What follows belongs to an exercise in optimizing a design on an open flow for small area and a short achievable clock period; a production flow would make more cautious choices.
At most, simulation tests tie the RTL to the original design; equivalence was not proved.
For run 1, only the layout was checked, not whether the RTL still works.
No activity file was given, so power comes from the tool's default toggle rates.

File: flow/run.sh
#!/bin/bash
# The standard layout (standard.sh: unchanged synthesis and steps) with two
# changes to how cells are chosen:
#  - the port buffers that buffer_ports inserts are plain buf_1 cells
#    instead of its default choice (the resizer upsizes them where timing
#    needs it);
#  - clock tree synthesis builds larger sink clusters and adds no dummy
#    loads (the tree is still balanced by TritonCTS as usual).
set -euo pipefail
export BUFFER_PORTS_ARGS="-buffer_cell sky130_fd_sc_hd__buf_1"
export CTS_ARGS="-sink_clustering_enable -repair_clock_nets -dont_use_dummy_load -sink_clustering_size 24 -sink_clustering_max_diameter 80"
bash standard.sh > standard_flow.log 2>&1
File: standard.sh
#!/bin/bash
# synth_recipe.tcl (not shown) runs the flow's synth.tcl, then flattens the netlist and writes it again
# the make line also repeats each setting of config.mk as NAME=value (left out here)
make -C /OpenROAD-flow-scripts/flow DESIGN_CONFIG=/design/flow/config.mk WORK_HOME=/design/flow/orfs CLKGATE_MAP_FILE= SYNTH_SCRIPT=/design/flow/synth_recipe.tcl "${@:-finish}"
File: config.mk
export PLATFORM = sky130hd
export DESIGN_NAME = can_relay
export DESIGN_NICKNAME = can_relay
export VERILOG_FILES = /design/flow/design.v
export SDC_FILE = /design/flow/constraint.sdc
export NUM_CORES = 4
export LEC_CHECK = 0
export CAP_MARGIN = 20
export CORE_MARGIN = 2
export CORE_UTILIZATION = 40
export SETUP_SLACK_MARGIN = 2.5
export SLEW_MARGIN = 20
File: constraint.sdc
create_clock -name core_clock -period 5.5 [get_ports {clk}]
set_input_delay 1.1000 -clock core_clock [delete_from_list [all_inputs] [get_ports {clk}]]
set_output_delay 1.1000 -clock core_clock [all_outputs]
set_load 0.01 [all_outputs]
File: design.v
module can_crc8 (
    input  wire [55:0] d,     
    output wire [7:0]  crc
);
    localparam [55:0] M0 = 56'hbfcfebb0cba841;
    localparam [55:0] M1 = 56'h7e9fd761975183;
    localparam [55:0] M2 = 56'h43f14473e50b47;
    localparam [55:0] M3 = 56'h86e289e6ca178e;
    localparam [55:0] M4 = 56'h0cc513cd952f1c;
    localparam [55:0] M5 = 56'h188a279a2b5f38;
    localparam [55:0] M6 = 56'h30144f3457be70;
    localparam [55:0] M7 = 56'hdfe775d865d4a0;
    assign crc = {^(d & M7), ^(d & M6), ^(d & M5), ^(d & M4),
                  ^(d & M3), ^(d & M2), ^(d & M1), ^(d & M0)};
endmodule
module can_mutate (
    input  wire        is_pat,       
    input  wire        is_stamp,     
    input  wire        is_inv,       
    input  wire        is_rev,       
    input  wire [63:0] data_in,
    output wire [63:0] data_out
);
    localparam [55:0] PAT     = {8'hFC, 8'hFF, 8'h1F, 8'hFF, 8'hFF, 8'hFF, 8'hFF};
    localparam [7:0]  PAT_CRC = 8'h6B;
    localparam [7:0]  INV_CRC = 8'h0C;       
    wire [55:0] d = data_in[55:0];
    wire [55:0] d_rev;
    genvar i;
    generate
        for (i = 0; i < 7; i = i + 1) begin : g_rev
            assign d_rev[8*i +: 8] = d[8*(6-i) +: 8];
        end
    endgenerate
    wire [7:0] crc_d, crc_rev;
    can_crc8 u_crc_d   (.d(d),     .crc(crc_d));
    can_crc8 u_crc_rev (.d(d_rev), .crc(crc_rev));
    reg [63:0] out;
    always @(*) begin
        out = data_in;
        if (is_pat)   out = {PAT_CRC, PAT};
        if (is_stamp) out = {crc_d, d};
        if (is_inv)   out = {crc_d ^ INV_CRC, ~d};
        if (is_rev)   out = {crc_rev, d_rev};
    end
    assign data_out = out;
endmodule
module can_mutate_class (
    input  wire [28:0] id,
    output wire [4:0]  cls           
);
    localparam [28:0] ID_PAT   = 29'h1DC;
    localparam [28:0] ID_STAMP = 29'h2B0;
    localparam [28:0] ID_INV   = 29'h3A5;
    localparam [28:0] ID_REV   = 29'h0C7;
    localparam [28:0] BL0 = 29'h59E;
    localparam [28:0] BL1 = 29'h13A;
    localparam [28:0] BL2 = 29'h7FF;
    assign cls = {(id == BL0) || (id == BL1) || (id == BL2),
                  id == ID_REV, id == ID_INV, id == ID_STAMP, id == ID_PAT};
endmodule
module can_txq #(
    parameter CAP = 6,
    parameter W   = 97,
    parameter WH  = 33               
) (
    input  wire            clk,
    input  wire            rst,
    input  wire            visit,       
    input  wire            busy,        
    input  wire            enq_cand,    
    input  wire            enq_en,      
    input  wire            hdr_we,      
    input  wire [WH-1:0]   enq_hdr,     
    input  wire [W-WH-1:0] enq_body,    
    output wire            drop,        
    output reg             send,        
    output wire [W-1:0]    head_frame   
);
    localparam DEPTH = CAP - 1;         
    localparam RING  = DEPTH - 1;       
    localparam WB    = W - WH;
    reg [2:0]      tail, cnt;
    reg [RING-1:0] wp, rp;
    reg            shown;
    reg [WH-1:0]   ring_h [0:RING-1];
    reg [WB-1:0]   ring_b [0:RING-1];
    reg [WH-1:0]   front_h;
    reg [WB-1:0]   front_b;
    reg            c0, c1, cf, tf;
    wire       flush   = visit && !c0 && !busy;
    wire       enq     = enq_cand && enq_en;
    wire       drained = visit && c1 && !busy;
    wire       full_f  = tf && !drained;
    wire       acc     = enq && !full_f;
    wire       reload  = shown && !c0;                
    wire       ring_we = !cf;                         
    assign drop  = enq_en && (enq_cand && tf) && (!(visit && c1) || busy);
    reg [2:0] tail_n, cnt_n;
    always @(*) begin
        tail_n = tail;
        if (drained)  tail_n = acc ? 3'd1 : 3'd0;
        else if (acc) tail_n = tail + 3'd1;
        cnt_n = cnt;
        if (flush && !acc)      cnt_n = cnt - 3'd1;
        else if (acc && !flush) cnt_n = cnt + 3'd1;
    end
    always @(posedge clk) begin
        if (rst) begin
            tail  <= 3'd0;
            cnt   <= 3'd0;
            c0    <= 1'b1;
            c1    <= 1'b0;
            cf    <= 1'b0;
            tf    <= 1'b0;
            shown <= 1'b0;
            send  <= 1'b0;
            wp    <= {{(RING-1){1'b0}}, 1'b1};
            rp    <= {{(RING-1){1'b0}}, 1'b1};
        end else begin
            tail  <= tail_n;
            cnt   <= cnt_n;
            c0    <= (cnt_n == 3'd0);
            c1    <= (cnt_n == 3'd1);
            cf    <= (cnt_n == DEPTH);
            tf    <= (tail_n == DEPTH);
            shown <= flush;
            send  <= flush;
            if (acc && !c0) wp <= {wp[RING-2:0], wp[RING-1]};
            if (reload)     rp <= {rp[RING-2:0], rp[RING-1]};
        end
    end
    integer k;
    always @(posedge clk) begin
        for (k = 0; k < RING; k = k + 1) begin
            if (wp[k] && ring_we && hdr_we) ring_h[k] <= enq_hdr;
            if (wp[k] && ring_we)           ring_b[k] <= enq_body;
        end
    end
    reg [WH-1:0] nh;
    reg [WB-1:0] nb;
    always @(*) begin
        nh = {WH{1'b0}};
        nb = {WB{1'b0}};
        for (k = 0; k < RING; k = k + 1) begin
            nh = nh | ({WH{rp[k] && (shown || c0)}} & ring_h[k]);
            nb = nb | ({WB{rp[k] && reload}}           & ring_b[k]);
        end
        nh = nh | ({WH{!(shown || c0)}} & front_h);
        nb = nb | ({WB{c0}}                & enq_body)
                | ({WB{!(shown || c0)}}    & front_b);
    end
    always @(posedge clk) begin
        front_h <= nh;
        front_b <= nb;
    end
    assign head_frame = {front_h, front_b};
endmodule
module can_relay (
    input  wire        clk,
    input  wire        rst,           
    input  wire        repeat_en,     
    input  wire        fast_tick,     
    input  wire        rx1_valid,
    input  wire [28:0] rx1_id,
    input  wire [3:0]  rx1_dlc,
    input  wire [63:0] rx1_data,
    output wire        rx1_take,
    input  wire        rx2_valid,
    input  wire [28:0] rx2_id,
    input  wire [3:0]  rx2_dlc,
    input  wire [63:0] rx2_data,
    output wire        rx2_take,
    input  wire        rx3_valid,
    input  wire [28:0] rx3_id,
    input  wire [3:0]  rx3_dlc,
    input  wire [63:0] rx3_data,
    output wire        rx3_take,
    input  wire [7:0]  eflg1,
    input  wire [7:0]  eflg2,
    input  wire [7:0]  eflg3,
    output wire [2:0]  eflg_clr,      
    output wire [2:0]  cause_clr,     
    output reg         fault,         
    input  wire        tx1_busy,
    output wire        tx1_send,
    output wire [28:0] tx1_id,
    output wire [3:0]  tx1_dlc,
    output wire [63:0] tx1_data,
    output wire        drop1,         
    input  wire        tx2_busy,
    output wire        tx2_send,
    output wire [28:0] tx2_id,
    output wire [3:0]  tx2_dlc,
    output wire [63:0] tx2_data,
    output wire        drop2
);
    localparam CAP_L = 6;
    localparam W     = 97;
    reg  [2:0]  proc, fin;
    reg  [2:0]  rr;
    reg  [2:0]  pri;
    reg         idle;         
    reg  [4:0]  ctx_cls;      
    reg  [63:0] ctx_data;
    wire v1 = rx1_valid, v2 = rx2_valid, v3 = rx3_valid;
    assign rx1_take = v1 && idle && (pri[2] || !v3) && (!pri[0] || !v2);
    assign rx2_take = v2 && idle && (pri[0] || !v1) && (!pri[1] || !v3);
    assign rx3_take = v3 && idle && (pri[1] || !v2) && (!pri[2] || !v1);
    wire [2:0] take  = {rx3_take, rx2_take, rx1_take};
    wire       any_v = v1 || v2 || v3;
    always @(posedge clk) begin
        if (rst) begin
            proc <= 3'b000;
            fin  <= 3'b000;
            rr   <= 3'b100;
            pri  <= 3'b100;
            idle <= 1'b1;
        end else begin
            proc <= take;
            fin  <= proc;
            if (idle && any_v) rr <= take;
            pri  <= (|fin || (idle && !any_v)) ? (idle ? pri : rr) : 3'b000;
            idle <= |fin || (idle && !any_v);
        end
    end
    wire [4:0] cls1, cls2;
    can_mutate_class u_cls1 (.id(rx1_id), .cls(cls1));
    can_mutate_class u_cls2 (.id(rx2_id), .cls(cls2));
    wire sel1 = v1 && !(v2 && rr[0]);
    always @(posedge clk) begin
        if (sel1) begin ctx_cls <= cls1; ctx_data <= rx1_data; end
        else    begin ctx_cls <= cls2; ctx_data <= rx2_data; end
    end
    wire [63:0] mut_data;
    can_mutate u_mutate (
        .is_pat(ctx_cls[0]), .is_stamp(ctx_cls[1]), .is_inv(ctx_cls[2]), .is_rev(ctx_cls[3]),
        .data_in(ctx_data), .data_out(mut_data)
    );
    wire blacklisted = ctx_cls[4];
    wire [2:0] ovr     = fin & {|eflg3[7:6], |eflg2[7:6], |eflg1[7:6]};
    wire [2:0] any_err = fin & {|eflg3, |eflg2, |eflg1};
    assign eflg_clr  = ovr;
    assign cause_clr = any_err;
    always @(posedge clk) begin
        if (rst)             fault <= 1'b0;
        else if (|any_err)   fault <= 1'b1;
    end
    reg vis2, vis3;           
    reg fast_pend;
    wire step1 = !vis2 && !vis3 && fast_pend;
    wire step2 = vis2;
    always @(posedge clk) begin
        if (rst) begin
            vis2      <= 1'b0;
            vis3      <= 1'b0;
            fast_pend <= 1'b0;
        end else begin
            fast_pend <= fast_tick || (fast_pend && !step1);
            vis2      <= step1;
            vis3      <= vis2;
        end
    end
    can_txq #(.CAP(CAP_L), .W(W)) u_txq1 (
        .clk(clk), .rst(rst), .visit(step1), .busy(tx1_busy),
        .enq_cand(proc[1] && !blacklisted), .enq_en(repeat_en),
        .hdr_we(!proc[1]), .enq_hdr({rx2_id, rx2_dlc}), .enq_body(mut_data),
        .drop(drop1), .send(tx1_send), .head_frame({tx1_id, tx1_dlc, tx1_data})
    );
    can_txq #(.CAP(CAP_L), .W(W)) u_txq2 (
        .clk(clk), .rst(rst), .visit(step2), .busy(tx2_busy),
        .enq_cand(proc[0] && !blacklisted), .enq_en(repeat_en),
        .hdr_we(!proc[0]), .enq_hdr({rx1_id, rx1_dlc}), .enq_body(mut_data),
        .drop(drop2), .send(tx2_send), .head_frame({tx2_id, tx2_dlc, tx2_data})
    );
endmodule
==> impl_metrics.env, run 1 <==
export IMPL_routed_via_density=5.489
export IMPL_rrSetupSlack_ns=2.63
export IMPL_yosysMostFrequentCell="edfxtp_1"
export IMPL_dp_hpwl_mm=71.30
export IMPL_worstHoldStart="u_txq2.ring_b[3][12]"
export IMPL_syn2layout_area_growth_pct=11.34
export IMPL_switching_share=0.2693
export IMPL_cp_common_cell="buf_1"
export IMPL_slew_limit_headroom=0.2225
export IMPL_cp_slowest_cell="nor4b_4"
export IMPL_reg2reg_to="u_txq1.front_b[59]"
export IMPL_grt_pass1_wl_mm=166.7
export IMPL_synthCells=2981
export IMPL_grt_max_degree=103
export IMPL_vias=25888
export IMPL_drtAntennaViolNets=0
export IMPL_synth_top_area_frac=0.5630
export IMPL_avgSynthCellArea_sq_um=13.89
export IMPL_placed_cells=4653
export IMPL_pwr_share_comb=0.175
export IMPL_fin_worst_skew_ns=0.08335
export IMPL_path_cells="buf_1, nor4b_4, a21bo_2, nor2_1, buf_1"
export IMPL_min_period_ns=3.046
export IMPL_io_buffers=434
export IMPL_synthesis_area_sq_um=41390
export IMPL_numCtsBuffers=55
export IMPL_worst_path_buf_inv=2
export IMPL_htreeDepth=2
export IMPL_max_freq_mhz=328.3
export IMPL_slowest_delay_ns=0.32
export IMPL_cts_root_buffer="clkbuf_16"
export IMPL_cp_start_kind="input pin"
export IMPL_first_pass_iters=8
export IMPL_start_util=0.4017
export IMPL_synthDistinctLibCells=67
export IMPL_power_switching_mw=4.589
export IMPL_finalSetupTns_ns=0
export IMPL_status="finished clean"
export IMPL_drive_gt1_frac=0.06361
export IMPL_path_class="in -> out"
export IMPL_min_path_type="reg -> reg"
export IMPL_yosysWarnings=5
export IMPL_final_nets=3665
export IMPL_netlist_top_cells_count="edfxtp_1 (776), nand2_1 (520), dfxtp_1 (318)"
export IMPL_fin_cells=4716
export IMPL_synth_seq_cells=1094
export IMPL_die_h_microns=325.7
export IMPL_worstSkewPairLatency_ns=0.66
export IMPL_end_kind="output pin"
export IMPL_tightest_slew_ns=1.166
export IMPL_wl_mm=115.9
export IMPL_p_seq_frac=0.578
export IMPL_cts_sinks=1094
export IMPL_critical_path_required_ns=4.40
export IMPL_post_route_period_util=0.5537
export IMPL_r2r_start="ctx_data[3]"
export IMPL_overflow=0
export IMPL_core_sq_um=103100
export IMPL_cp_data_arrival_time_ns=1.95
export IMPL_die_w_microns=325.7
export IMPL_synth_area_top_cells="edfxtp_1 (56%), dfxtp_1 (15%), a22oi_1 (4.7%)"
export IMPL_wl_per_cell_microns=24.57
export IMPL_yosys_area_top_type="edfxtp_1"
export IMPL_cap_viol_max_count=0
export IMPL_die_area_sq_um=106100
export IMPL_internal_power_mw=12.45
export IMPL_cp_max_fo=3
export IMPL_rsz0062_at_grt="yes"
export IMPL_max_vdd_ir_drop_mv=0.3023
export IMPL_finalSetupViolCount=0
export IMPL_hold_end="u_txq2.front_b[12]"
export IMPL_min_delay_path_depth=2
export IMPL_cts_hold_buf=0
export IMPL_postSynth_asyncResetShare=0
export IMPL_p_leak_nw=15.94
export IMPL_ys_flop_type="edfxtp_1"
export IMPL_hold_viol_final=0
export IMPL_reg2reg_depth=8
export IMPL_drc_errors=0
export IMPL_io_pins=532
export IMPL_cts_buffer_depth=3
export IMPL_first_global_vias=24307
export IMPL_antenna_found_initial=6
export IMPL_crit_family="simple AND/OR/NAND/NOR gates"
export IMPL_synth_edf_count=776
export IMPL_grt_use_total=0.2110
export IMPL_clkPwrFrac=0.248
export IMPL_routabilityCongestion=0.8648
export IMPL_drv_slew=0
export IMPL_cts_tree="built"
export IMPL_path_clk_slew_ns=0.09
export IMPL_ys_seq_area_frac=0.7168
export IMPL_row_count=118
export IMPL_synth_fp_nets=3311
export IMPL_drt_iter0_drc=2693
export IMPL_p_per_area_nw_per_um2=369.8
cell type report:
| cell class | count | area, sq um |
|---|---|---|
| diodes | 3 | 7.507 |
| flip-flops and latches | 1094 | 29690 |
| repair buffers | 500 | 2155 |
| fillers | 9436 | 56970 |
| multi-input cells | 1669 | 11070 |
| well taps | 1380 | 1727 |
| inverters | 15 | 56.30 |
| clock buffers | 55 | 1376 |
cells by family after synthesis:
kind of cell             after synthesis  share of synthesized area
AO/OA/AOI/OAI                        586                     0.1077
flip-flops                          1094                     0.7168
multiplexers                          18                   0.004353
AND/OR/NAND/NOR                      866                    0.09168
adder cells (fa/ha/maj)                8                   0.002297
buffers and inverters                218                    0.02074
XOR/XNOR                             191                    0.05650
placed cells by master (no fill, tap or decap), types with 16 or more instances in the layout:
cell       count
edfxtp_1     776
dfxtp_1      301
nor2b_1       17
a21o_1        18
clkbuf_16     55
a222oi_1     128
nor4_1        18
xnor2_1      109
buf_1        431
nor3_1        21
nor2_1        35
a21oi_1       21
nand3_1      183
a22oi_1      261
nand2_1      519
buf_4         62
o21ai_0       81
xor2_1        29
dfxtp_2       16
mux2i_1       18
xnor3_1       31
o21ai_1       29
stage by stage:
stage	setup slack [ns]	total power, mW	hold WS [ns]	utilization	area [sq um]
final	2.454	17.04	0.4043	0.4472	46090
after global routing	2.416	17.68	0.4543	0.4472	46090
after detailed placement	2.085	12.97	0.4250	0.4321	44530
after floorplan	1.805	11.82	0.4138	-	41400
after global placement	2.132	12.94	0.4221	0.4320	44520
after CTS	2.308	17.17	0.4088	0.4463	46000
repair_timing:
item | CTS | global route
pin swaps | 2 | 1
resized for setup | 10 | 22
setup buffers | 2 | 3
endpoints found under the setup margin | 48 | 99
power by group through the flow:
stage               Sequential, mW  Clock [mW]  Combinational, mW
global route                  9.89        4.60               3.19
global placement              10.0           0               2.92
finish                        9.85        4.22               2.97
CTS                           9.84        4.34               2.99
detailed placement            10.0           0               2.95
floorplan                     9.92           0               1.90
state kept, by name, summed over array words and instances, names as in the netlist, 3 cells and up:
signal          flops
u_txq2.ring_b     256
u_txq2.cnt          3
u_txq1.front_b     64
rr                  3
u_txq2.ring_h     132
ctx_cls             5
u_txq1.wp           4
u_txq2.wp           4
u_txq1.ring_b     256
proc                3
u_txq2.tail         3
u_txq1.ring_h     132
u_txq2.front_h     33
pri                 3
u_txq1.front_h     33
u_txq2.front_b     64
ctx_data           64
fin                 3
u_txq2.rp           4
u_txq1.cnt          3
u_txq1.tail         3
u_txq1.rp           4
worst max-delay path by stage:
stage               cells past startpoint  slack (ns)          from                   to
floorplan                               1        1.80  u_txq1.wp[1]  u_txq1.ring_b[1][0]
global placement                        5        2.13      tx1_busy                drop1
detailed placement                      5        2.08      tx1_busy                drop1
CTS                                     5        2.31      tx1_busy                drop1
global route                            5        2.42      tx1_busy                drop1
finish                                  5        2.45      tx1_busy                drop1
worst reg2reg max path: stages, from the launching register on:
cell	delay (ns)
dfxtp_1	0.63
xnor3_2	0.52
xnor2_2	0.22
xnor3_1	0.45
xnor2_1	0.17
a211o_1	0.32
a22oi_2	0.23
buf_12	0.17
a21o_1	0.12
per-layer routing:
layer	vias up	share of wire	track usage	wire (microns)
li1	11910	-	-	-
met1	12892	0.43	0.2967	50160
met2	964	0.47	0.3402	54400
met3	120	0.077	0.04043	8880
met4	2	0.021	0.04718	2434
met5	-	0.000086	0	10
==> inputs of run 2 (changes only) <==
--- a/design.v
+++ b/design.v
@@ -69,2 +69,3 @@
     input  wire            visit,       
+    input  wire            visit_n,     
     input  wire            busy,        
@@ -90,5 +91,6 @@
     reg            c0, c1, cf, tf;
+    reg            v1;                  
     wire       flush   = visit && !c0 && !busy;
     wire       enq     = enq_cand && enq_en;
-    wire       drained = visit && c1 && !busy;
+    wire       drained = v1 && !busy;
     wire       full_f  = tf && !drained;
@@ -97,3 +99,3 @@
     wire       ring_we = !cf;                         
-    assign drop  = enq_en && (enq_cand && tf) && (!(visit && c1) || busy);
+    assign drop  = enq_en && (enq_cand && tf) && (!v1 || busy);
     reg [2:0] tail_n, cnt_n;
@@ -115,2 +117,3 @@
             tf    <= 1'b0;
+            v1    <= 1'b0;
             shown <= 1'b0;
@@ -126,2 +129,3 @@
             tf    <= (tail_n == DEPTH);
+            v1    <= visit_n && (cnt_n == 3'd1);
             shown <= flush;
@@ -252,2 +256,4 @@
     wire step2 = vis2;
+    wire step1_n = !step1 && !vis2 && (fast_tick || fast_pend);
+    wire step2_n = step1;
     always @(posedge clk) begin
@@ -264,3 +270,3 @@
     can_txq #(.CAP(CAP_L), .W(W)) u_txq1 (
-        .clk(clk), .rst(rst), .visit(step1), .busy(tx1_busy),
+        .clk(clk), .rst(rst), .visit(step1), .visit_n(step1_n), .busy(tx1_busy),
         .enq_cand(proc[1] && !blacklisted), .enq_en(repeat_en),
@@ -270,3 +276,3 @@
     can_txq #(.CAP(CAP_L), .W(W)) u_txq2 (
-        .clk(clk), .rst(rst), .visit(step2), .busy(tx2_busy),
+        .clk(clk), .rst(rst), .visit(step2), .visit_n(step2_n), .busy(tx2_busy),
         .enq_cand(proc[0] && !blacklisted), .enq_en(repeat_en),
==> impl_metrics.env, run 2 <==
export IMPL_vias=25846
export IMPL_row_count=117
export IMPL_cp_num_cells=4
export IMPL_cp_start_kind="input pin"
export IMPL_postSynth_asyncResetShare=0
export IMPL_final_cell_area_sq_um=46100
export IMPL_die_h_microns=325.0
export IMPL_drc_errors=0
export IMPL_overflow=0
export IMPL_dp_hpwl_mm=72.62
export IMPL_final_nets=3678
export IMPL_path_clk_slew_ns=0.09
export IMPL_yosys_area_top_type="edfxtp_1"
export IMPL_r2r_start="ctx_data[20]"
export IMPL_synth_seq_cells=1094
export IMPL_grt_use_total=0.2127
export IMPL_min_delay_path_depth=2
export IMPL_fin_worst_skew_ns=0.09894
export IMPL_postCtsSetupBuffers=0
export IMPL_netlist_top_cells_count="edfxtp_1 (776), nand2_1 (513), dfxtp_1 (318)"
export IMPL_cp_data_arrival_time_ns=2.03
export IMPL_path_class="in -> out"
export IMPL_fin_cells=4719
export IMPL_critical_path_required_ns=4.40
export IMPL_synth_edf_count=776
export IMPL_path_cells="buf_1, nor2b_1, a2111oi_4, buf_1"
export IMPL_die_w_microns=325.0
export IMPL_drt_iter0_drc=2955
export IMPL_cap_viol_max_count=0
export IMPL_cp_common_cell="buf_1"
export IMPL_ys_flop_type="edfxtp_1"
export IMPL_slowest_delay_ns=0.34
export IMPL_p_leak_nw=15.97
export IMPL_max_vdd_ir_drop_mv=0.2762
export IMPL_synth_area_top_cells="edfxtp_1 (57%), dfxtp_1 (15%), a22oi_1 (4.8%)"
export IMPL_numCtsBuffers=57
export IMPL_grt_pass1_wl_mm=167.1
export IMPL_post_route_period_util=0.5696
export IMPL_finalPower_mw=16.26
export IMPL_syn2layout_area_growth_pct=11.83
export IMPL_reg2reg_depth=7
export IMPL_io_buffers=434
export IMPL_cp_max_fo=6
export IMPL_first_pass_iters=8
export IMPL_avgSynthCellArea_sq_um=13.83
export IMPL_utilization=0.4518
export IMPL_antenna_found_initial=2
export IMPL_die_area_sq_um=105600
export IMPL_finalSetupViolCount=0
export IMPL_status="finished clean"
export IMPL_slew_limit_headroom=0.2993
export IMPL_min_period_ns=3.133
export IMPL_synthCells=2980
export IMPL_cts_sinks=1094
export IMPL_end_kind="output pin"
export IMPL_cts_buffer_depth=3
export IMPL_synthesis_area_sq_um=41220
export IMPL_rsz0062_at_grt="yes"
export IMPL_drive_gt1_frac=0.06485
export IMPL_io_pins=532
export IMPL_worst_path_buf_inv=2
export IMPL_dp_slack_ns=1.936
export IMPL_cts_tree="built"
export IMPL_yosysWarnings=5
export IMPL_yosysMostFrequentCell="edfxtp_1"
export IMPL_routabilityCongestion=0.8596
export IMPL_min_path_type="reg -> reg"
export IMPL_synthDistinctLibCells=62
export IMPL_critPathLaunch="rx2_valid"
export IMPL_grt_max_degree=103
export IMPL_hold_ws_ns=0.4140
export IMPL_htreeDepth=2
export IMPL_placed_cells=4656
export IMPL_routed_via_density=5.477
export IMPL_hold_viol_final=0
export IMPL_cp_slowest_cell="a2111oi_4"
export IMPL_tightest_slew_ns=1.051
export IMPL_final_cell_mix="edfxtp_1 (776), nand2_1 (512), buf_1 (430)"
export IMPL_first_global_vias=24456
export IMPL_worstSkewPairLatency_ns=0.69
export IMPL_setup_ws_ns=2.367
export IMPL_top_regs="u_txq1.ring_b (256), u_txq2.ring_b (256)"
export IMPL_finalSetupTns_ns=0
export IMPL_cts_root_buffer="clkbuf_16"
export IMPL_ys_seq_area_frac=0.7197
export IMPL_placed_area_sq_um=44480
export IMPL_layout_commonest_cell="edfxtp_1"
export IMPL_drv_slew=0
export IMPL_synth_fp_nets=3310
export IMPL_crit_family="buffers and inverters"
export IMPL_max_freq_mhz=319.2
export IMPL_cts_hold_buf=0
export IMPL_drtAntennaViolNets=0
export IMPL_start_util=0.4040
export IMPL_wl_mm=115.9
export IMPL_synth_top_area_frac=0.5653
export IMPL_p_per_area_nw_per_um2=352.8
export IMPL_core_sq_um=102000
export IMPL_worstHoldStart="u_txq1.ring_h[2][15]"
export IMPL_wl_per_cell_microns=24.56
[run 2: repair_timing]
| item | 4_1_cts | 5_1_grt |
|---|---|---|
| resized for setup | 23 | 23 |
| endpoints found under the setup margin | 102 | 107 |
| pin swaps | 0 | 1 |
[run 2: power by group]
part	switching [mW]	internal [mW]
registers	0.318	9.22
clock network	2.44	1.84
logic	1.32	1.13
total	4.07	12.2
[run 2: cells by family (layout without fill, tap and decap cells)]
logic type	Yosys count	after routing	share of synthesized area
other cells	0	5	0
xor+xnor	188	188	0.05412
buf+inv	218	584	0.02049
compound gates	579	579	0.1061
flops	1094	1094	0.7197
simple gates	875	875	0.09279
fa+ha+maj	7	7	0.002064
mux	19	19	0.004644
[run 2: final timing paths]
path / slack [ns] / to
worst min register to register: 0.41 / u_txq1.front_h[15]
worst max-delay path: 2.37 / rx3_take
worst max register to register: 2.56 / u_txq2.front_b[60]
worst min-delay path: 0.41 / u_txq1.front_h[15]
[run 2: metal layers]
layer,share of wire,GRT usage
met1,0.43,0.2953
met2,0.47,0.3379
met3,0.076,0.04317
met4,0.029,0.06341
met5,0,0
[run 2: area by class of cell]
cell class,instances,area (sq um)
Fill cell,9239,55940
Sequential cell,1094,29690
Multi-Input combinational cell,1668,10990
Timing Repair Buffer,509,2192
Tap cell,1368,1712
Clock buffer,57,1426
Inverter,18,67.56
Antenna cell,5,12.51
[run 2: worst reg2reg max path, stage by stage (launching register included)]
cell and delay [ns]:
dfxtp_1 0.53, xor2_2 0.21, xnor3_2 0.50, xnor3_2 0.44, xnor3_1 0.41, a221oi_2 0.32
a21oi_4 0.15, a21o_1 0.28
==> inputs of run 3 (changes only) <==
--- a/config.mk
+++ b/config.mk
@@ -10,3 +10,3 @@
 export CORE_UTILIZATION = 40
-export SETUP_SLACK_MARGIN = 2.5
+export SETUP_SLACK_MARGIN = 3.0
 export SLEW_MARGIN = 20
==> impl_metrics.env, run 3 <==
export IMPL_status="finished clean"
export IMPL_yosysWarnings=5
export IMPL_cts_buffer_depth=3
export IMPL_routabilityCongestion=0.8206
export IMPL_cts_root_buffer="clkbuf_16"
export IMPL_first_global_vias=25246
export IMPL_met1Wirelength_mm=51.10
export IMPL_synth_edf_count=776
export IMPL_critical_path_required_ns=4.40
export IMPL_min_delay_path_depth=2
export IMPL_numCtsBuffers=55
export IMPL_start_util=0.4040
export IMPL_drtAntennaViolNets=0
export IMPL_worst_path_buf_inv=2
export IMPL_end_kind="output pin"
export IMPL_cp_start_kind="input pin"
export IMPL_cts_sinks=1094
export IMPL_max_vdd_ir_drop_mv=0.2466
export IMPL_finalSetupTns_ns=0
export IMPL_drive_gt1_frac=0.1328
export IMPL_io_pins=532
export IMPL_die_h_microns=325.0
export IMPL_min_period_ns=2.844
export IMPL_htreeDepth=2
export IMPL_netlist_top_cells_count="edfxtp_1 (776), nand2_1 (513), dfxtp_1 (318)"
export IMPL_finalSetupViolCount=0
export IMPL_synth_top_area_frac=0.5653
export IMPL_layout_commonest_cell="edfxtp_1"
export IMPL_synth_fp_nets=3310
export IMPL_grt_use_total=0.2190
export IMPL_synthesis_area_sq_um=41220
export IMPL_yosys_area_top_type="edfxtp_1"
export IMPL_grt_max_degree=83
export IMPL_cp_num_cells=4
export IMPL_row_count=117
export IMPL_fin_worst_skew_ns=0.1074
export IMPL_dp_hpwl_mm=74.40
export IMPL_overflow=0
export IMPL_path_class="in -> out"
export IMPL_crit_family="simple AND/OR/NAND/NOR gates"
export IMPL_placed_cells=4662
export IMPL_yosysMostFrequentCell="edfxtp_1"
export IMPL_cp_max_fo=2
export IMPL_wl_per_cell_microns=24.97
export IMPL_routed_top_layer="met5"
export IMPL_cp_slowest_cell="nor4_4"
export IMPL_die_area_sq_um=105600
export IMPL_met3_length_mm=9.258
export IMPL_p_per_area_nw_per_um2=349.7
export IMPL_core_sq_um=102000
export IMPL_post_route_period_util=0.5171
export IMPL_reg2reg_depth=8
export IMPL_min_path_type="reg -> reg"
export IMPL_grt_pass1_wl_mm=172.4
export IMPL_cap_viol_max_count=0
export IMPL_max_freq_mhz=351.6
export IMPL_fin_cells=4805
export IMPL_cp_data_arrival_time_ns=1.74
export IMPL_syn2layout_area_growth_pct=16.28
export IMPL_hold_viol_final=0
export IMPL_die_w_microns=325.0
export IMPL_ys_flop_type="edfxtp_1"
export IMPL_slew_limit_headroom=0.2876
export IMPL_drc_errors=0
export IMPL_wl_mm=120.0
export IMPL_path_cells="buf_6, nor4_4, a21boi_2, buf_2"
export IMPL_path_clk_slew_ns=0.09
export IMPL_synthCells=2980
export IMPL_cts_tree="built"
export IMPL_worstSkewPairLatency_ns=0.68
export IMPL_postSynth_asyncResetShare=0
export IMPL_p_leak_nw=16.83
export IMPL_synthDistinctLibCells=62
export IMPL_drv_slew=0
export IMPL_synth_seq_cells=1094
export IMPL_synth_area_top_cells="edfxtp_1 (57%), dfxtp_1 (15%), a22oi_1 (4.8%)"
export IMPL_antenna_found_initial=9
export IMPL_final_cell_mix="edfxtp_1 (776), nand2_1 (508), buf_1 (402)"
export IMPL_routed_via_density=5.557
export IMPL_vias=26701
export IMPL_slowest_delay_ns=0.30
export IMPL_io_buffers=434
export IMPL_cts_hold_buf=0
export IMPL_tightest_slew_ns=1.069
export IMPL_final_nets=3759
export IMPL_ys_seq_area_frac=0.7197
export IMPL_first_pass_iters=9
export IMPL_wl_met2_mm=57.13
export IMPL_drt_iter0_drc=3035
export IMPL_avgSynthCellArea_sq_um=13.83
export IMPL_rsz0062_at_grt="yes"
export IMPL_top_regs="u_txq1.ring_b (256), u_txq2.ring_b (256)"
export IMPL_fill_cells=9102
-- run 3: area by class of cell --
cell class	count	area (sq um)	area share
sequential	1094	29860	0.6229
multi-input combinational	1670	11780	0.2457
timing repair buffer	590	3103	0.06474
tap	1368	1712	0.03571
clock buffer	55	1376	0.02871
inverter	18	80.08	0.001671
antenna	10	25.02	0.0005221
-- run 3: tightest hold or removal path, cell delays in order (launching register included) --
cell,delay (ns)
edfxtp_1,0.32
nand2_1,0.04
nand3_1,0.05
-- run 3: stage by stage --
step                      power, mW  worst slack [ns]  instance area (sq um)  hold slack, ns    util
after floorplan               11.24             1.805                  41430          0.4138       -
after global placement        12.11             2.084                  44710          0.4209  0.4382
after detailed placement      12.15             2.054                  44720          0.4269  0.4383
after CTS                     16.60             2.661                  47360          0.3846  0.4642
after global routing          17.35             2.602                  47920          0.3968  0.4697
final                         16.76             2.656                  47930          0.3720  0.4698
-- run 3: logic make-up (layout without fill, tap and decap cells) --
logic type,Yosys count,after routing,synth area share
flip-flops,1094,1094,0.7197
AND/OR/NAND/NOR,875,875,0.09279
AO/OA/AOI/OAI,579,581,0.1061
buffers and inverters,218,663,0.02049
XOR/XNOR,188,188,0.05412
multiplexers,19,19,0.004644
adder cells (fa/ha/maj),7,7,0.002064
other,0,10,0
-- run 3: layer usage --
metal | vias to the layer above | track usage
li1 | 12099 | -
met1 | 13430 | 0.3035
met2 | 1044 | 0.3582
met3 | 122 | 0.04098
met4 | 6 | 0.04972
met5 | - | 0
-- run 3: power by group --
group	internal, mW	switching [mW]
Clock	1.78	2.43
Sequential	9.22	0.330
Combinational	1.44	1.56
-- run 3: final timing paths --
path,from,slack (ns),endpoint
worst max-delay path,eflg3[4],2.66,cause_clr[2]
worst min-delay path,u_txq2.ring_h[1][29],0.37,u_txq2.front_h[29]
worst max register to register,ctx_data[46],2.95,u_txq1.front_b[59]
worst min register to register,u_txq2.ring_h[1][29],0.37,u_txq2.front_h[29]
-- run 3: repair_timing --
item	4_1_cts	5_1_grt
pin swaps	40	43
buffers inserted	55	21
gates resized for setup	238	73
cloned	1	1
setup endpoints to repair	378	206
==> inputs of run 4 (changes only) <==
--- a/config.mk
+++ b/config.mk
@@ -10,3 +10,3 @@
 export CORE_UTILIZATION = 40
-export SETUP_SLACK_MARGIN = 3.0
+export SETUP_SLACK_MARGIN = 2.7
 export SLEW_MARGIN = 20
==> impl_metrics.env, run 4 <==
export IMPL_status="finished clean"
export IMPL_rsz0062_at_grt="yes"
export IMPL_grt_pass1_wl_mm=169.1
export IMPL_cp_common_cell="buf_1"
export IMPL_path_cells="buf_1, nor4_2, a21boi_1, buf_1"
export IMPL_finalSetupTns_ns=0
export IMPL_slowest_delay_ns=0.29
export IMPL_netlist_top_cells_count="edfxtp_1 (776), nand2_1 (513), dfxtp_1 (318)"
export IMPL_wl_mm=118.8
export IMPL_cap_viol_max_count=0
export IMPL_synth_edf_count=776
export IMPL_synth_seq_cells=1094
export IMPL_cp_data_arrival_time_ns=1.74
export IMPL_ys_seq_area_frac=0.7197
export IMPL_antenna_found_initial=3
export IMPL_avgSynthCellArea_sq_um=13.83
export IMPL_final_cell_mix="edfxtp_1 (776), nand2_1 (512), buf_1 (418)"
export IMPL_cp_start_kind="input pin"
export IMPL_synthDistinctLibCells=62
export IMPL_htreeDepth=2
export IMPL_syn2layout_area_growth_pct=13.29
export IMPL_path_clk_slew_ns=0.10
export IMPL_placed_cells=4664
export IMPL_ys_flop_type="edfxtp_1"
export IMPL_dp_hpwl_mm=73.40
export IMPL_row_count=117
export IMPL_die_area_sq_um=105600
export IMPL_synthCells=2980
export IMPL_worst_path_buf_inv=2
export IMPL_core_sq_um=102000
export IMPL_start_util=0.4040
export IMPL_grt_max_degree=75
export IMPL_cts_hold_buf=0
export IMPL_die_w_microns=325.0
export IMPL_max_freq_mhz=352.6
export IMPL_die_h_microns=325.0
export IMPL_layout_commonest_cell="edfxtp_1"
export IMPL_hold_ws_ns=0.4144
export IMPL_cts_sinks=1094
export IMPL_first_global_vias=24862
export IMPL_first_pass_iters=10
export IMPL_top_regs="u_txq1.ring_b (256), u_txq2.ring_b (256)"
export IMPL_end_kind="output pin"
export IMPL_worstSkewPairLatency_ns=0.68
export IMPL_finalSetupViolCount=0
export IMPL_cts_buffer_depth=3
export IMPL_yosysMostFrequentCell="edfxtp_1"
export IMPL_fin_cells=4751
export IMPL_drive_gt1_frac=0.08790
export IMPL_crit_family="simple AND/OR/NAND/NOR gates"
export IMPL_io_buffers=434
export IMPL_io_pins=532
export IMPL_postSynth_asyncResetShare=0
export IMPL_synthSimpleGateAreaFrac=0.09279
export IMPL_yosys_area_top_type="edfxtp_1"
export IMPL_critical_path_required_ns=4.40
export IMPL_path_class="in -> out"
export IMPL_yosysWarnings=5
export IMPL_cts_tree="built"
export IMPL_max_vdd_ir_drop_mv=0.2611
export IMPL_grt_use_total=0.2150
export IMPL_synth_top_family_by_area="compound AO/OA/AOI/OAI gates"
export IMPL_wl_per_cell_microns=25.00
export IMPL_vias=26324
export IMPL_synth_area_top_cells="edfxtp_1 (57%), dfxtp_1 (15%), a22oi_1 (4.8%)"
export IMPL_synth_compound_area_frac=0.1061
export IMPL_min_period_ns=2.836
export IMPL_drt_iter0_drc=3115
export IMPL_overflow=0
export IMPL_fin_worst_skew_ns=0.06925
export IMPL_min_path_type="reg -> reg"
export IMPL_routabilityCongestion=0.8634
export IMPL_routed_via_density=5.541
export IMPL_drc_errors=0
export IMPL_p_per_area_nw_per_um2=352.1
export IMPL_cp_max_fo=2
export IMPL_synthesis_area_sq_um=41220
export IMPL_hold_viol_final=0
export IMPL_cp_slowest_cell="nor4_2"
export IMPL_synth_fp_nets=3310
export IMPL_synth_adder_area_share=0.002064
export IMPL_tightest_slew_ns=1.097
export IMPL_final_nets=3711
export IMPL_post_route_period_util=0.5156
export IMPL_cts_root_buffer="clkbuf_16"
export IMPL_slew_limit_headroom=0.2607
export IMPL_drv_slew=0
export IMPL_synth_xor_area_frac=0.05412
export IMPL_drtAntennaViolNets=0
export IMPL_numCtsBuffers=55
export IMPL_p_leak_nw=16.26
export IMPL_synth_top_area_frac=0.5653
export IMPL_synthMuxAreaShare=0.004644
[run 4: cell counts after synthesis]
No cell type changed its count.
[run 4: worst reg2reg max path: cells and delay by family, from the launching register on]
kind / cells / cell delay, ns
AOI/OAI and AO/OA: 2 / 0.41
DFF: 1 / 0.42
and+or+nand+nor: 1 / 0.27
xor gates and xnor gates: 4 / 1.60
[run 4: logic make-up after synthesis]
family	after synthesis
AO/OA/AOI/OAI	579
XOR/XNOR	188
adder cells (fa/ha/maj)	7
buffers and inverters	218
flip-flops	1094
multiplexers	19
AND/OR/NAND/NOR	875
[run 4: where the power goes]
group	total (mW)	leakage, nW	internal, mW	switching, mW
combinational	2.67	5.60	1.21	1.47
sequential	9.55	9.99	9.22	0.325
clock	4.23	0.678	1.78	2.45
total	16.4	16.3	12.2	4.24
[run 4: metrics by stage]
step	cell area, sq um	utilization	power [mW]	worst slack [ns]
floorplan	41230	-	11.23	1.805
global placement	44560	0.4367	12.10	2.074
detailed placement	44580	0.4369	12.13	2.055
CTS	46320	0.4540	16.35	2.646
global route	46700	0.4577	17.03	2.592
finish	46700	0.4577	16.45	2.664
[run 4: cell type report]
type	instances	area, sq um
Clock buffer	55	1376
Multi-Input combinational cell	1670	11180
Fill cell	9187	55330
Antenna cell	4	10.01
Tap cell	1368	1712
Inverter	18	73.82
Sequential cell	1094	29740
Timing Repair Buffer	542	2601
[run 4: worst paths after layout]
kind | slack [ns] | end | start | cells after the start
setup / recovery | 2.66 | cause_clr[1] | eflg2[5] | 4
hold / removal | 0.41 | u_txq1.front_h[15] | u_txq1.ring_h[2][15] | 2
setup reg to reg | 2.74 | u_txq1.front_b[56] | ctx_data[15] | 7
hold reg to reg | 0.41 | u_txq1.front_h[15] | u_txq1.ring_h[2][15] | 2
[run 4: per-layer routing]
metal  track usage  vias to the layer above  wire, microns
li1              -                    12011              -
met1        0.2979                    13118          50270
met2        0.3529                     1073          56020
met3       0.03817                      120           9838
met4       0.05002                        2           2526
met5             0                        -            103
[run 4: repair_timing]
item / CTS / global route
resized for setup: 68 / 69
setup endpoints to repair: 179 / 108
buffers inserted: 17 / 8
pin swaps: 11 / 18
gates cloned: 0 / 2
==> inputs of run 5 (changes only) <==
--- a/flow/run.sh
+++ b/flow/run.sh
@@ -10,3 +10,3 @@
 export BUFFER_PORTS_ARGS="-buffer_cell sky130_fd_sc_hd__buf_1"
-export CTS_ARGS="-sink_clustering_enable -repair_clock_nets -dont_use_dummy_load -sink_clustering_size 24 -sink_clustering_max_diameter 80"
+export CTS_ARGS="-sink_clustering_enable -repair_clock_nets -dont_use_dummy_load -sink_clustering_size 30 -sink_clustering_max_diameter 90"
 bash standard.sh > standard_flow.log 2>&1
--- a/config.mk
+++ b/config.mk
@@ -9,3 +9,3 @@
 export CORE_MARGIN = 2
-export CORE_UTILIZATION = 40
+export CORE_UTILIZATION = 55
 export SETUP_SLACK_MARGIN = 2.7
==> impl_metrics.env, run 5 <==
export IMPL_htreeDepth=2
export IMPL_io_pins=532
export IMPL_io_buffers=434
export IMPL_cts_sinks=1094
export IMPL_register_area_sq_um=29720
export IMPL_die_area_sq_um=77150
export IMPL_drt_iter0_drc=3067
export IMPL_yosysMostFrequentCell="edfxtp_1"
export IMPL_drtAntennaViolNets=0
export IMPL_final_nets=3692
export IMPL_numCtsBuffers=45
export IMPL_path_class="in -> out"
export IMPL_synth_edf_count=776
export IMPL_overflow=0
export IMPL_min_period_ns=2.973
export IMPL_row_count=100
export IMPL_synthesis_area_sq_um=41220
export IMPL_core_sq_um=74320
export IMPL_path_clk_slew_ns=0.11
export IMPL_p_per_area_nw_per_um2=349.1
export IMPL_tightest_slew_ns=1.208
export IMPL_status="finished clean"
export IMPL_cp_max_fo=2
export IMPL_multi_input_area_sq_um=11180
export IMPL_synth_top_area_frac=0.5653
export IMPL_routabilityCongestion=0.9285
export IMPL_antenna_found_initial=5
export IMPL_vias=26555
export IMPL_first_global_vias=25822
export IMPL_start_util=0.5546
export IMPL_fill_cells=5838
export IMPL_die_w_microns=277.8
export IMPL_grt_max_degree=72
export IMPL_synthCells=2980
export IMPL_yosysWarnings=5
export IMPL_hold_viol_final=0
export IMPL_p_leak_nw=16.07
export IMPL_drv_slew=0
export IMPL_cts_root_buffer="clkbuf_16"
export IMPL_end_kind="output pin"
export IMPL_first_pass_iters=9
export IMPL_yosys_area_top_type="edfxtp_1"
export IMPL_antenna_cells=0
export IMPL_netlist_top_cells_count="edfxtp_1 (776), nand2_1 (513), dfxtp_1 (318)"
export IMPL_drive_gt1_frac=0.08214
export IMPL_ys_flop_type="edfxtp_1"
export IMPL_cp_data_arrival_time_ns=1.87
export IMPL_cts_buffer_depth=3
export IMPL_critical_path_required_ns=4.40
export IMPL_cp_start_kind="input pin"
export IMPL_placed_cells=4252
export IMPL_worstSkewPairLatency_ns=0.64
export IMPL_synth_seq_cells=1094
export IMPL_rsz0062_at_grt="yes"
export IMPL_grt_use_total=0.2944
export IMPL_dp_hpwl_mm=72.96
export IMPL_fin_cells=4329
export IMPL_top_regs="u_txq1.ring_b (256), u_txq2.ring_b (256)"
export IMPL_wl_mm=117.3
export IMPL_routed_via_density=6.134
export IMPL_wl_per_cell_microns=27.09
export IMPL_min_path_type="reg -> reg"
export IMPL_ys_seq_area_frac=0.7197
export IMPL_layout_commonest_cell="edfxtp_1"
export IMPL_syn2layout_area_growth_pct=11.09
export IMPL_synth_area_top_cells="edfxtp_1 (57%), dfxtp_1 (15%), a22oi_1 (4.8%)"
export IMPL_postSynth_asyncResetShare=0
export IMPL_avgSynthCellArea_sq_um=13.83
export IMPL_grt_pass1_wl_mm=168.6
export IMPL_synth_fp_nets=3310
export IMPL_cts_tree="built"
export IMPL_drc_errors=0
export IMPL_synthDistinctLibCells=62
export IMPL_slew_limit_headroom=0.1862
export IMPL_cap_viol_max_count=0
export IMPL_max_vdd_ir_drop_mv=0.3474
export IMPL_die_h_microns=277.8
export IMPL_post_route_period_util=0.5405
export IMPL_finalSetupTns_ns=0
export IMPL_finalSetupViolCount=0
export IMPL_final_cell_mix="edfxtp_1 (776), nand2_1 (511), buf_1 (419)"
export IMPL_fin_worst_skew_ns=0.08591
export IMPL_max_freq_mhz=336.4
run 5: cell count changes in the layout (fill, tap and decap cells not counted), sizes merged:
cell | previous run | this run
a21oi | 22 | 21
clkbuf | 60 | 50
diode | 4 | 0
buf | 537 | 529
run 5: what timing repair did:
item / 4_1_cts / 5_1_grt
hold buffers: 0 / 0
endpoints found under the setup margin: 90 / 112
gates resized for setup: 67 / 54
pin swaps: 11 / 13
buffers inserted: 21 / 8
cloned: 0 / 1
run 5: layer usage:
metal	GRT usage	wire, microns	part of all wire	vias up
li1	-	-	-	11935
met1	0.3973	46070	0.39	13331
met2	0.4961	58030	0.49	1126
met3	0.05214	10040	0.086	155
met4	0.07665	3076	0.026	8
met5	0	46	0.00039	-
run 5: area by class of cell:
cell class | instances | area share
multi-input cells | 1669 | 0.2441
well taps | 969 | 0.02648
repair buffers | 534 | 0.05410
clock buffers | 45 | 0.02459
flip-flops and latches | 1094 | 0.6491
inverters | 18 | 0.001612
run 5: critical path, stage by stage:
cell and delay [ns]:
buf_1 0.08, nor4_1 0.35, a21boi_1 0.17, clkbuf_2 0.16
run 5: worst paths after layout:
path | start | end | slack (ns) | cells past startpoint
setup / recovery | eflg1[3] | cause_clr[0] | 2.53 | 4
hold / removal | u_txq1.ring_h[2][13] | u_txq1.front_h[13] | 0.44 | 2
setup reg to reg | ctx_data[32] | u_txq2.front_b[56] | 2.72 | 7
hold reg to reg | u_txq1.ring_h[2][13] | u_txq1.front_h[13] | 0.44 | 2
run 5: logic make-up after synthesis:
family,share of synthesized area
flops,0.7197
fa+ha+maj,0.002064
xor+xnor,0.05412
mux,0.004644
simple gates,0.09279
buf+inv,0.02049
compound gates,0.1061
run 5: power breakdown:
| group | total, mW | internal, mW | switching [mW] | leakage, nW |
|---|---|---|---|---|
| clock network | 3.80 | 1.47 | 2.33 | 0.555 |
| logic | 2.65 | 1.19 | 1.46 | 5.53 |
| registers | 9.54 | 9.23 | 0.309 | 9.99 |
| total | 16.0 | 11.9 | 4.09 | 16.1 |
run 5: per-stage QoR:
stage | hold WS [ns] | worst slack [ns] | util | power, mW | instance area (sq um)
floorplan | 0.4138 | 1.805 | - | 11.23 | 41230
global placement | 0.4189 | 2.106 | 0.5912 | 12.08 | 43940
detailed placement | 0.4299 | 1.989 | 0.5913 | 12.13 | 43950
CTS | 0.4386 | 2.664 | 0.6119 | 15.92 | 45480
global route | 0.4581 | 2.370 | 0.6162 | 16.49 | 45790
finish | 0.4449 | 2.527 | 0.6162 | 15.99 | 45790
==> inputs of run 6 (changes only) <==
--- a/design.v
+++ b/design.v
@@ -85,3 +85,3 @@
     reg [RING-1:0] wp, rp;
-    reg            shown;
+    reg            fv;                  
     reg [WH-1:0]   ring_h [0:RING-1];
@@ -97,3 +97,3 @@
     wire       acc     = enq && !full_f;
-    wire       reload  = shown && !c0;                
+    wire       load    = !fv && !c0;                  
     wire       ring_we = !cf;                         
@@ -118,3 +118,3 @@
             v1    <= 1'b0;
-            shown <= 1'b0;
+            fv    <= 1'b0;
             send  <= 1'b0;
@@ -130,6 +130,6 @@
             v1    <= visit_n && (cnt_n == 3'd1);
-            shown <= flush;
+            fv    <= (fv || load) && !flush;
             send  <= flush;
-            if (acc && !c0) wp <= {wp[RING-2:0], wp[RING-1]};
-            if (reload)     rp <= {rp[RING-2:0], rp[RING-1]};
+            if (acc)  wp <= {wp[RING-2:0], wp[RING-1]};
+            if (load) rp <= {rp[RING-2:0], rp[RING-1]};
         end
@@ -143,18 +143,10 @@
     end
-    reg [WH-1:0] nh;
-    reg [WB-1:0] nb;
+    reg [W-1:0] nf;
     always @(*) begin
-        nh = {WH{1'b0}};
-        nb = {WB{1'b0}};
-        for (k = 0; k < RING; k = k + 1) begin
-            nh = nh | ({WH{rp[k] && (shown || c0)}} & ring_h[k]);
-            nb = nb | ({WB{rp[k] && reload}}           & ring_b[k]);
-        end
-        nh = nh | ({WH{!(shown || c0)}} & front_h);
-        nb = nb | ({WB{c0}}                & enq_body)
-                | ({WB{!(shown || c0)}}    & front_b);
-    end
-    always @(posedge clk) begin
-        front_h <= nh;
-        front_b <= nb;
+        nf = {W{!load}} & {front_h, front_b};
+        for (k = 0; k < RING; k = k + 1)
+            nf = nf | ({W{rp[k] && load}} & {ring_h[k], ring_b[k]});
+    end
+    always @(posedge clk) begin
+        {front_h, front_b} <= nf;
     end
--- a/flow/run.sh
+++ b/flow/run.sh
@@ -10,3 +10,3 @@
 export BUFFER_PORTS_ARGS="-buffer_cell sky130_fd_sc_hd__buf_1"
-export CTS_ARGS="-sink_clustering_enable -repair_clock_nets -dont_use_dummy_load -sink_clustering_size 30 -sink_clustering_max_diameter 90"
+export CTS_ARGS="-sink_clustering_enable -repair_clock_nets -dont_use_dummy_load -sink_clustering_size 24 -sink_clustering_max_diameter 80"
 bash standard.sh > standard_flow.log 2>&1
--- a/config.mk
+++ b/config.mk
@@ -9,3 +9,3 @@
 export CORE_MARGIN = 2
-export CORE_UTILIZATION = 55
+export CORE_UTILIZATION = 40
 export SETUP_SLACK_MARGIN = 2.7
==> impl_metrics.env, run 6 <==
export IMPL_status="finished clean"
export IMPL_cp_max_fo=2
export IMPL_min_period_ns=2.840
export IMPL_synth_area_top_cells="edfxtp_1 (57%), dfxtp_1 (16%), a22oi_1 (7.1%)"
export IMPL_synth_fp_nets=3291
export IMPL_io_buffers=434
export IMPL_hold_viol_final=0
export IMPL_ys_flop_type="edfxtp_1"
export IMPL_syn2layout_area_growth_pct=11.77
export IMPL_fin_worst_skew_ns=0.07945
export IMPL_finalSetupViolCount=0
export IMPL_post_route_period_util=0.5164
export IMPL_wl_mm=112.7
export IMPL_avgSynthCellArea_sq_um=13.86
export IMPL_top_regs="u_txq1.ring_b (256), u_txq2.ring_b (256)"
export IMPL_cts_hold_buf=0
export IMPL_wl_per_cell_microns=23.98
export IMPL_end_kind="output pin"
export IMPL_drive_gt1_frac=0.06853
export IMPL_cts_tree="built"
export IMPL_worstSkewPairLatency_ns=0.68
export IMPL_cap_viol_max_count=0
export IMPL_cp_data_arrival_time_ns=1.74
export IMPL_die_h_microns=324.3
export IMPL_path_class="in -> out"
export IMPL_final_cell_mix="edfxtp_1 (776), nand2_1 (517), buf_1 (417)"
export IMPL_yosysWarnings=5
export IMPL_grt_pass1_wl_mm=159.6
export IMPL_cts_buffer_depth=3
export IMPL_routed_via_density=5.348
export IMPL_htreeDepth=2
export IMPL_row_count=117
export IMPL_io_pins=532
export IMPL_numCtsBuffers=56
export IMPL_utilization=0.4508
export IMPL_grt_use_total=0.2078
export IMPL_rsz0062_at_grt="yes"
export IMPL_path_clk_slew_ns=0.09
export IMPL_slew_limit_headroom=0.2226
export IMPL_max_freq_mhz=352.1
export IMPL_cts_root_buffer="clkbuf_16"
export IMPL_hold_ws_ns=0.3875
export IMPL_p_leak_nw=15.64
export IMPL_overflow=0
export IMPL_drv_slew=0
export IMPL_min_path_type="reg -> reg"
export IMPL_yosysMostFrequentCell="edfxtp_1"
export IMPL_cp_start_kind="input pin"
export IMPL_synth_edf_count=776
export IMPL_start_util=0.4033
export IMPL_dp_hpwl_mm=69.71
export IMPL_drtAntennaViolNets=0
export IMPL_final_nets=3659
export IMPL_tightest_slew_ns=1.154
export IMPL_p_per_area_nw_per_um2=412.5
export IMPL_die_area_sq_um=105200
export IMPL_layout_commonest_cell="edfxtp_1"
export IMPL_postSynth_asyncResetShare=0
export IMPL_synth_seq_cells=1096
export IMPL_die_w_microns=324.3
export IMPL_drt_iter0_drc=2246
export IMPL_critical_path_required_ns=4.40
export IMPL_cts_sinks=1096
export IMPL_netlist_top_cells_count="edfxtp_1 (776), nand2_1 (518), a22oi_1 (390)"
export IMPL_antenna_found_initial=7
export IMPL_synthCells=2961
export IMPL_core_sq_um=101700
export IMPL_first_global_vias=23723
export IMPL_synthesis_area_sq_um=41030
export IMPL_first_pass_iters=6
export IMPL_synth_top_area_frac=0.5679
export IMPL_drc_errors=0
export IMPL_routabilityCongestion=0.8577
export IMPL_max_vdd_ir_drop_mv=0.2249
export IMPL_synthDistinctLibCells=66
export IMPL_ys_seq_area_frac=0.7240
export IMPL_vias=25135
export IMPL_grt_max_degree=109
export IMPL_yosys_area_top_type="edfxtp_1"
export IMPL_finalSetupTns_ns=0
[run 6: cell count changes after synthesis, sizes merged, moves of 5 or more]
cell / delta
a211o: -6
a22oi: +125
nor2: -12
a21o: -12
nor2b: -12
a222oi: -124
nand2: +5
clkbuf: -14
nand3: +13
[run 6: path summary, 6_finish.rpt]
path                            cells after the start                  from                 end  slack, ns
worst min register to register                      2  u_txq2.ring_h[2][16]  u_txq2.front_h[16]       0.39
worst min-delay path                                2  u_txq2.ring_h[2][16]  u_txq2.front_h[16]       0.39
worst max-delay path                                4              eflg3[6]        cause_clr[2]       2.66
worst max register to register                      5             u_txq1.c0  u_txq1.front_b[61]       2.74
[run 6: power breakdown]
| group | switching (mW) | internal [mW] | total [mW] |
|---|---|---|---|
| registers | 0.628 | 9.82 | 10.5 |
| logic | 2.39 | 1.84 | 4.23 |
| clock network | 2.43 | 1.81 | 4.24 |
| total | 5.45 | 13.5 | 18.9 |
[run 6: what timing repair did]
| action | in CTS | in global routing |
|---|---|---|
| pin swaps | 11 | 13 |
| cloned | 0 | 1 |
| setup buffers | 7 | 9 |
| endpoints found under the setup margin | 90 | 138 |
| gates resized for setup | 50 | 56 |
[run 6: layer usage]
layer,track usage,wire (microns)
met1,0.2821,47580
met2,0.3343,52530
met3,0.04508,9084
met4,0.06440,3511
met5,0,13
[run 6: kinds of logic (layout without fill, tap and decap cells)]
family	count (synthesis)	after routing	share of synthesized area
flops	1096	1096	0.7240
simple gates	876	877	0.09331
compound gates	563	563	0.09550
buf+inv	204	569	0.02119
xor+xnor	194	194	0.05879
mux	20	20	0.004879
fa+ha+maj	8	8	0.002317
other cells	0	5	0
[run 6: stage by stage]
stage,setup WS [ns],total power [mW],cells,instance area (sq um)
after detailed placement,1.889,14.84,4622,44040
after global placement,1.911,14.76,4621,44030
after floorplan,1.805,13.09,2961,41040
after CTS,2.667,19.05,4685,45620
final,2.660,18.92,4700,45860
after global routing,2.607,19.76,4698,45860
[run 6: critical path, cell delays in order]
cell and delay [ns]:
buf_1 0.11, nor4_4 0.26, a21boi_1 0.12, buf_2 0.15
[run 6: layout make-up]
cell class                      instances  area (sq um)
Timing Repair Buffer                  497          2191
Tap cell                             1368          1712
Antenna cell                            5         12.51
Multi-Input combinational cell       1662         10730
Inverter                               16         62.56
Fill cell                            9161         55880
Clock buffer                           56          1401
Sequential cell                      1096         29750
==> inputs of run 7 (changes only) <==
--- a/flow/run.sh
+++ b/flow/run.sh
@@ -10,3 +10,3 @@
 export BUFFER_PORTS_ARGS="-buffer_cell sky130_fd_sc_hd__buf_1"
-export CTS_ARGS="-sink_clustering_enable -repair_clock_nets -dont_use_dummy_load -sink_clustering_size 24 -sink_clustering_max_diameter 80"
+export CTS_ARGS="-sink_clustering_enable -repair_clock_nets -dont_use_dummy_load -sink_clustering_size 30 -sink_clustering_max_diameter 100"
 bash standard.sh > standard_flow.log 2>&1
--- a/config.mk
+++ b/config.mk
@@ -12 +12,2 @@
 export SLEW_MARGIN = 20
+export TNS_END_PERCENT = 30
==> impl_metrics.env, run 7 <==
export IMPL_path_class="in -> out"
export IMPL_vias=24947
export IMPL_rsz0062_at_grt="yes"
export IMPL_row_count=117
export IMPL_final_cell_mix="edfxtp_1 (776), nand2_1 (517), buf_1 (423)"
export IMPL_synthCells=2961
export IMPL_postSynth_asyncResetShare=0
export IMPL_core_sq_um=101700
export IMPL_cts_root_buffer="clkbuf_16"
export IMPL_drtAntennaViolNets=0
export IMPL_io_pins=532
export IMPL_yosysWarnings=5
export IMPL_wl_per_cell_microns=23.60
export IMPL_min_path_type="reg -> reg"
export IMPL_synthMuxAreaShare=0.004879
export IMPL_clkPwrFrac=0.205
export IMPL_yosys_area_top_type="edfxtp_1"
export IMPL_fin_worst_skew_ns=0.07507
export IMPL_status="finished clean"
export IMPL_cts_buffer_depth=3
export IMPL_synthDistinctLibCells=66
export IMPL_ys_flop_type="edfxtp_1"
export IMPL_cts_hold_buf=0
export IMPL_first_pass_iters=5
export IMPL_cp_max_fo=6
export IMPL_synth_compound_area_frac=0.09550
export IMPL_post_route_period_util=0.5188
export IMPL_synth_seq_cells=1096
export IMPL_drt_iter0_drc=2466
export IMPL_setup_ws_ns=2.647
export IMPL_grt_max_degree=110
export IMPL_antenna_found_initial=9
export IMPL_switching_share=0.2912
export IMPL_grt_use_total=0.2038
export IMPL_synth_edf_count=776
export IMPL_final_nets=3635
export IMPL_hold_viol_final=0
export IMPL_end_kind="output pin"
export IMPL_p_leak_nw=15.39
export IMPL_cap_viol_max_count=0
export IMPL_drv_slew=0
export IMPL_critical_path_required_ns=4.40
export IMPL_htreeDepth=2
export IMPL_drc_errors=0
export IMPL_cts_tree="built"
export IMPL_synth_fp_nets=3291
export IMPL_drive_gt1_frac=0.05631
export IMPL_ys_seq_area_frac=0.7240
export IMPL_cts_sinks=1096
export IMPL_routabilityCongestion=0.8759
export IMPL_p_seq_frac=0.565
export IMPL_synth_adder_area_share=0.002317
export IMPL_synth_xor_area_frac=0.05879
export IMPL_syn2layout_area_growth_pct=10.63
export IMPL_synthSimpleGateAreaFrac=0.09331
export IMPL_cp_data_arrival_time_ns=1.75
export IMPL_die_area_sq_um=105200
export IMPL_dp_hpwl_mm=69.07
export IMPL_worstSkewPairLatency_ns=0.67
export IMPL_routed_via_density=5.332
export IMPL_max_vdd_ir_drop_mv=0.2616
export IMPL_die_w_microns=324.3
export IMPL_fin_cells=4679
export IMPL_dp_slack_ns=1.937
export IMPL_p_per_area_nw_per_um2=407.0
export IMPL_placed_cells=4618
export IMPL_slew_limit_headroom=0.2579
export IMPL_synth_top_family_by_area="compound AO/OA/AOI/OAI gates"
export IMPL_synth_area_top_cells="edfxtp_1 (57%), dfxtp_1 (16%), a22oi_1 (7.1%)"
export IMPL_grt_pass1_wl_mm=157.5
export IMPL_first_global_vias=23106
export IMPL_tightest_slew_ns=1.101
export IMPL_synthesis_area_sq_um=41030
export IMPL_pwr_share_comb=0.230
export IMPL_min_period_ns=2.853
export IMPL_power_switching_mw=5.379
export IMPL_finalPower_mw=18.47
export IMPL_numCtsBuffers=44
export IMPL_avgSynthCellArea_sq_um=13.86
export IMPL_top_regs="u_txq1.ring_b (256), u_txq2.ring_b (256)"
export IMPL_finalSetupViolCount=0
export IMPL_start_util=0.4033
export IMPL_max_freq_mhz=350.5
export IMPL_finalSetupTns_ns=0
export IMPL_cp_start_kind="input pin"
export IMPL_overflow=0
export IMPL_die_h_microns=324.3
export IMPL_netlist_top_cells_count="edfxtp_1 (776), nand2_1 (518), a22oi_1 (390)"
export IMPL_synth_top_area_frac=0.5679
export IMPL_layout_commonest_cell="edfxtp_1"
export IMPL_internal_power_mw=13.10
export IMPL_io_buffers=434
export IMPL_path_clk_slew_ns=0.11
export IMPL_wl_mm=110.4
export IMPL_yosysMostFrequentCell="edfxtp_1"
## run 7: power by group through the flow
stage / Combinational (mW) / Sequential [mW] / Clock, mW
floorplan: 2.37 / 10.7 / 0
global placement: 4.20 / 10.6 / 0
detailed placement: 4.24 / 10.6 / 0
CTS: 4.29 / 10.4 / 3.91
global route: 4.58 / 10.5 / 4.17
finish: 4.24 / 10.4 / 3.80
## run 7: worst paths after layout
check	start	endpoint	slack, ns	depth (start not counted)
setup / recovery	tx2_busy	drop2	2.65	5
hold / removal	u_txq2.ring_h[0][2]	u_txq2.front_h[2]	0.39	2
hold reg to reg	u_txq2.ring_h[0][2]	u_txq2.front_h[2]	0.39	2
setup reg to reg	ctx_data[15]	u_txq1.ring_b[2][59]	2.70	6
## run 7: worst max-delay path, stage by stage
cell,delay (ns)
buf_1,0.15
nand2b_2,0.19
nand2_1,0.06
nor2_1,0.09
clkbuf_2,0.15
## run 7: cell families after synthesis
group / after synthesis
adders and majority gates: 8
and+or+nand+nor: 876
muxes: 20
buffers and inverters: 204
DFF: 1096
AOI/OAI and AO/OA: 563
xor gates and xnor gates: 194
## run 7: metrics by stage
step / utilization / hold slack, ns / instance area [sq um]
after floorplan: - / 0.4138 / 41040
after global placement: 0.4325 / 0.4208 / 44000
after detailed placement: 0.4325 / 0.4247 / 44000
after CTS: 0.4451 / 0.3965 / 45280
after global routing: 0.4462 / 0.4345 / 45390
final: 0.4462 / 0.3941 / 45400
## run 7: cell type report
cell class,count,area (sq um)
sequential,1096,29740
clock buffer,44,1101
fill,9130,56350
antenna,8,20.02
timing repair buffer,486,2098
multi-input combinational,1661,10660
inverter,16,60.06
tap,1368,1712
## run 7: routing by layer
metal | vias up | share of wire | track usage
met5 | - | 0.00024 | 0
met4 | 4 | 0.022 | 0.05473
met3 | 103 | 0.074 | 0.03206
met2 | 823 | 0.47 | 0.3296
met1 | 12428 | 0.43 | 0.2865
li1 | 11589 | - | -
## run 7: timing repair
| action | CTS | global route |
|---|---|---|
| setup endpoints to repair | 138 | 196 |
| gates resized for setup | 46 | 24 |
| buffers inserted | 6 | 3 |
| pin swaps | 4 | 5 |

[re-timing with driven ports]
In the flow no input, the clock included, has a driving cell. The finished layouts below were timed again as built, in two steps.
Step 1 (the two cells are an assumption about what drives the block):
set clk [get_ports {clk}]
set_driving_cell -lib_cell sky130_fd_sc_hd__clkbuf_16 $clk
set_driving_cell -lib_cell sky130_fd_sc_hd__buf_2 [delete_from_list [all_inputs] $clk]
Step 2 also shifts input and output timing later by t, the mid clock arrival at the registers, as if the neighbouring blocks saw the same clock.
a / b / c = ideal ports / drivers / drivers and shift; a / b = the first two.
run	t, ns	setup WS [ns]	worst slew at a driven data input, ns
run 1	0.702	2.454 / 2.393 / 2.208	0.10
run 2	0.715	2.367 / 2.344 / 1.968	0.10
run 3	0.695	2.656 / 2.604 / 2.393	0.10
run 4	0.718	2.664 / 2.617 / 2.162	0.11
run 5	0.670	2.527 / 2.497 / 2.011	0.12
run 6	0.712	2.660 / 2.618 / 2.170	0.10
run 7	0.698	2.647 / 2.589 / 2.185	0.10
After both steps setup and hold are still met in every run listed. For run 5, which loses most, drivers alone change the setup slack by -0.030 ns; drivers and shift together by -0.516 ns.
